Context: an optimization exercise on an open-source flow, tuned for small area, a short achievable clock period and few clock cycles per item. The choices shown serve that exercise and are no tape-out recipe.
In this exercise RTL edits were held to simulation tests only and were not proved equivalent to the original.
No activity file was given, so power comes from the tool's default toggle rates.

==> inputs of run a <==
==> flow/design.v (excerpt) <==
module pfbd_dot (
    input  wire        clk,
    input  wire        rst,
    input  wire        in_valid,
    output wire        in_ready,
    input  wire [1:0]  in_ntaps,
    input  wire [31:0] in_x_re,
    input  wire [31:0] in_x_im,
    input  wire [31:0] in_h_re,
    input  wire [31:0] in_h_im,
    output wire        out_valid,
    input  wire        out_ready,
    output wire [31:0] out_re,
    output wire [31:0] out_im
);
Settings: LEC_CHECK=0, ABC_AREA=1, CAP_MARGIN=20, CORE_MARGIN=2, CORE_UTILIZATION=40, PLACE_DENSITY=0.5, SLEW_MARGIN=20; clock period 24.0 ns.
run.sh (not shown) runs the stock make flow with config.mk's settings and CLKGATE_MAP_FILE= SYNTH_SCRIPT=/design/flow/synth_recipe.tcl, a recipe that flattens the netlist after the stock synthesis.
==> inputs of run b, as changes to run a <==
--- a/flow/design.v
+++ b/flow/design.v
@@ -896,18 +896,23 @@
     wire        b_en = (b[30:23] != 8'd0);
     wire [7:0]  ea = {a[30:24], a[23] | !a_en};
     wire [7:0]  eb = {b[30:24], b[23] | !b_en};
     wire [23:0] ma = {a_en, a[22:0]};
     wire [23:0] mb = {b_en, b[22:0]};
-    wire [8:0]  dab = {1'b0, ea} - {1'b0, eb};
-    wire [7:0]  dba = eb - ea;
-    wire        eswap = dab[8];                  
-    wire [7:0]  d   = eswap ? dba : dab[7:0];
+    wire [7:0]  dab, dba;
+    wire        ab_c, ba_c;
+    pfbd_pfx_add #(8) u_dab (.a(ea), .b(~eb), .ci(1'b1), .y(dab), .co(ab_c));
+    pfbd_pfx_add #(8) u_dba (.a(eb), .b(~ea), .ci(1'b1), .y(dba), .co(ba_c));
+    wire        eswap = !ab_c;                   
+    wire [7:0]  d   = eswap ? dba : dab;
     wire [7:0]  ep  = eswap ? eb : ea;
     wire [23:0] mhi = eswap ? mb : ma;
     wire [23:0] mq  = eswap ? ma : mb;
-    wire        swap = b[30:0] > a[30:0];
+    wire [30:0] cmp_y;
+    wire        cmp_c;
+    pfbd_pfx_add #(31) u_cmp (.a(a[30:0]), .b(~b[30:0]), .ci(1'b1), .y(cmp_y), .co(cmp_c));
+    wire        swap = !cmp_c;                   
     wire        sp   = swap ? b[31] : a[31];
     wire        sub  = a[31] ^ b[31];
     wire [26:0] x0 = {mq, 3'b000};
     wire        big = (d[7:5] != 3'd0) || (d[4:0] > 5'd26);
     wire [26:0] x1 = d[0] ? {1'b0,  x0[26:1]}  : x0;
@@ -1042,10 +1047,11 @@
     wire       first  = (pos == 5'd0);
     wire [1:0] ncode  = first ? in_ntaps : ncur;
     wire [1:0] tcode  = first ? wp : (wp - 2'd1);
     wire       last   = (pos == ((5'd4 << ncode) - 5'd1));
     wire       start  = acc && first;
+    wire       done   = acc && last;      
     reg        i_v;
     reg  [4:0] i_t;
     reg  [1:0] i_n, i_g;
     reg [31:0] i_xr, i_xi, i_hr, i_hi;
     always @(posedge clk) begin
@@ -1076,11 +1082,13 @@
             2'd2: rsel = slot2;
             default: rsel = slot3;
         endcase
     end
     wire [4:0] pos_n = acc ? (last ? 5'd0 : pos + 5'd1) : pos;
-    wire [2:0] cnt_n = cnt + {2'd0, start} - {2'd0, load};
+    wire [2:0] cnt_n = cnt + {2'd0, done} - {2'd0, load};
+    wire [1:0] ncur_n = start ? in_ntaps : ncur;
+    wire       last_n = (pos_n == ((5'd4 << ncur_n) - 5'd1));
     always @(posedge clk) begin
         if (rst) begin
             rdy  <= 1'b1;
             pos  <= 5'd0;
             ncur <= 2'd0;
@@ -1088,11 +1096,11 @@
             cnt  <= 3'd0;
             i_v  <= 1'b0;
             rp   <= 2'd0;
             ov   <= 1'b0;
         end else begin
-            rdy  <= (pos_n != 5'd0) || (cnt_n < 3'd4);
+            rdy  <= !last_n || (cnt_n < 3'd4);
             pos  <= pos_n;
             if (start) begin
                 ncur <= in_ntaps;
                 wp   <= wp + 2'd1;
             end
@@ -1243,16 +1251,23 @@
             2'd2: d3_tap = d3[1*64 +: 64];
             default: d3_tap = d3[3*64 +: 64];
         endcase
     end
     wire [63:0] d4_tap = (c_n == 2'd2) ? d4[63:0] : d4[127:64];
-    wire [2:0] v2_e  = 3'd1 << (v2_n - 2'd1);         
-    wire       cb    = v2_up && (v2_i >= v2_e);
-    wire [1:0] cb_i  = v2_i[1:0] - v2_e[1:0];
-    wire [1:0] c_h   = (c_l == 2'd0) ? ((c_n == 2'd3) ? 2'd2 : 2'd1) : 2'd1;    
-    wire       cc    = c_up && (c_i >= c_h);
-    wire [1:0] cc_i  = c_i - c_h;
+    wire [2:0] b2_e  = 3'd1 << (b2_n - 2'd1);         
+    wire       cb_d  = b2_v && (b2_n != 2'd0) && (b2_i >= b2_e);
+    wire [1:0] cb_id = b2_i[1:0] - b2_e[1:0];
+    wire [1:0] c2_h  = (c2_l == 2'd0) ? ((c2_n == 2'd3) ? 2'd2 : 2'd1) : 2'd1;    
+    wire       cc_d  = c2_v && ({1'b0, c2_l} + 3'd1 != {1'b0, c2_n}) && (c2_i >= c2_h);
+    wire [1:0] cc_id = c2_i - c2_h;
+    reg        cb, cc;
+    reg  [1:0] cb_i, cc_i, cc_l;
+    always @(posedge clk) begin
+        cb_i <= cb_id;
+        cc_i <= cc_id;
+        cc_l <= c2_l + 2'd1;
+    end
     wire [63:0] cc_a = (c_l == 2'd0) ? d4_tap : d5;
     reg         h_v;
     reg  [127:0] h_op;
     reg  [1:0]  h_l, h_i, h_n, h_g;
     reg         s_v;
@@ -1260,16 +1275,16 @@
     reg  [1:0]  s_l, s_i, s_n, s_g;
     reg         nh_v;
     reg  [127:0] nh_op;
     reg  [1:0]  nh_l, nh_i, nh_n, nh_g;
     always @* begin
-        s_v = 1'b0; s_op = {cc_a, c_y}; s_l = c_l + 2'd1; s_i = cc_i; s_n = c_n; s_g = c_g;
+        s_v = 1'b0; s_op = {cc_a, c_y}; s_l = cc_l; s_i = cc_i; s_n = c_n; s_g = c_g;
         nh_v = 1'b0; nh_op = {d3_tap, v2}; nh_l = 2'd0; nh_i = cb_i; nh_n = v2_n; nh_g = v2_g;
         if (h_v) begin
             s_v = 1'b1; s_op = h_op; s_l = h_l; s_i = h_i; s_n = h_n; s_g = h_g;
             if (cc) begin
-                nh_v = 1'b1; nh_op = {cc_a, c_y}; nh_l = c_l + 2'd1; nh_i = cc_i; nh_n = c_n; nh_g = c_g;
+                nh_v = 1'b1; nh_op = {cc_a, c_y}; nh_l = cc_l; nh_i = cc_i; nh_n = c_n; nh_g = c_g;
             end else if (cb) begin
                 nh_v = 1'b1;
             end
         end else if (cc) begin
             s_v = 1'b1;
@@ -1307,18 +1322,22 @@
             q1_v <= 1'b0; q2_v <= 1'b0; p_v  <= 1'b0;
             a1_v <= 1'b0; a2_v <= 1'b0; v1_v <= 1'b0;
             b1_v <= 1'b0; b2_v <= 1'b0; v2_v <= 1'b0;
             c1_v <= 1'b0; c2_v <= 1'b0; c_v  <= 1'b0;
             h_v  <= 1'b0;
+            cb   <= 1'b0;
+            cc   <= 1'b0;
             full <= 4'd0;
         end else begin
             n_v  <= i_v;
             m1_v <= n_v;  m2_v <= m1_v;  m3_v <= m2_v;
             q1_v <= m3_v; q2_v <= q1_v;  p_v  <= q2_v;
             a1_v <= a_go; a2_v <= a1_v;  v1_v <= a2_v;
             b1_v <= b_go; b2_v <= b1_v;  v2_v <= b2_v;
             c1_v <= s_v;  c2_v <= c1_v;  c_v  <= c2_v;
             h_v  <= nh_v;
+            cb   <= cb_d;
+            cc   <= cc_d;
             full <= (full & ~ld) | fin_b | fin_c;
         end
     end
 endmodule
==> comparison <==
- In run a the sequential share of layout area is higher than in run b, by 0.074 points.
- Global-route usage: run a is lower than run b (0.45 points).
- Of run b and run a, run a has the higher total power (gap about 0.7%, measured against run a).
- Against run b, the register-to-register slack of run a is worse by 2000 ps.
- Combinational power: run b is lower than run a (about 2%).
- Run b completed with no timing, DRC or antenna violations. Run a produced a clean layout.
- Of run b and run a, run a has the higher via count (gap about 0.5%, measured against run a).
- In synthesized area, run b and run a hardly differ.
Testbench counts of run a, summed over its fixed seeds: cycles 19,029, items 1,280.
Testbench counts of run b, summed over its fixed seeds: cycles 18,721, items 1,280.

-- what the ideal ports hide --
Ports are ideal in the flow. The routed layouts listed here were re-timed in OpenROAD.
Step 1, drivers: a clkbuf_16 drives clk and a buf_2 each remaining input, both assumed.
Step 2 also shifts input and output timing later by t, the mid clock arrival at the registers, as if the neighbouring blocks saw the same clock.
a / b / c = no drivers / after step 1 / after step 2; a / b = the first two.
| run | t, ns | setup slack, ns | worst setup path at the end | worst register clock-pin slew, ns |
|---|---|---|---|---|
| run a | 1.237 | 13.376 / 13.376 / 13.376 | register to register | 0.07 / 0.07 |
| run b | 1.222 | 15.366 / 15.366 / 15.366 | register to register | 0.08 / 0.08 |
After both steps every run listed still meets setup and hold.
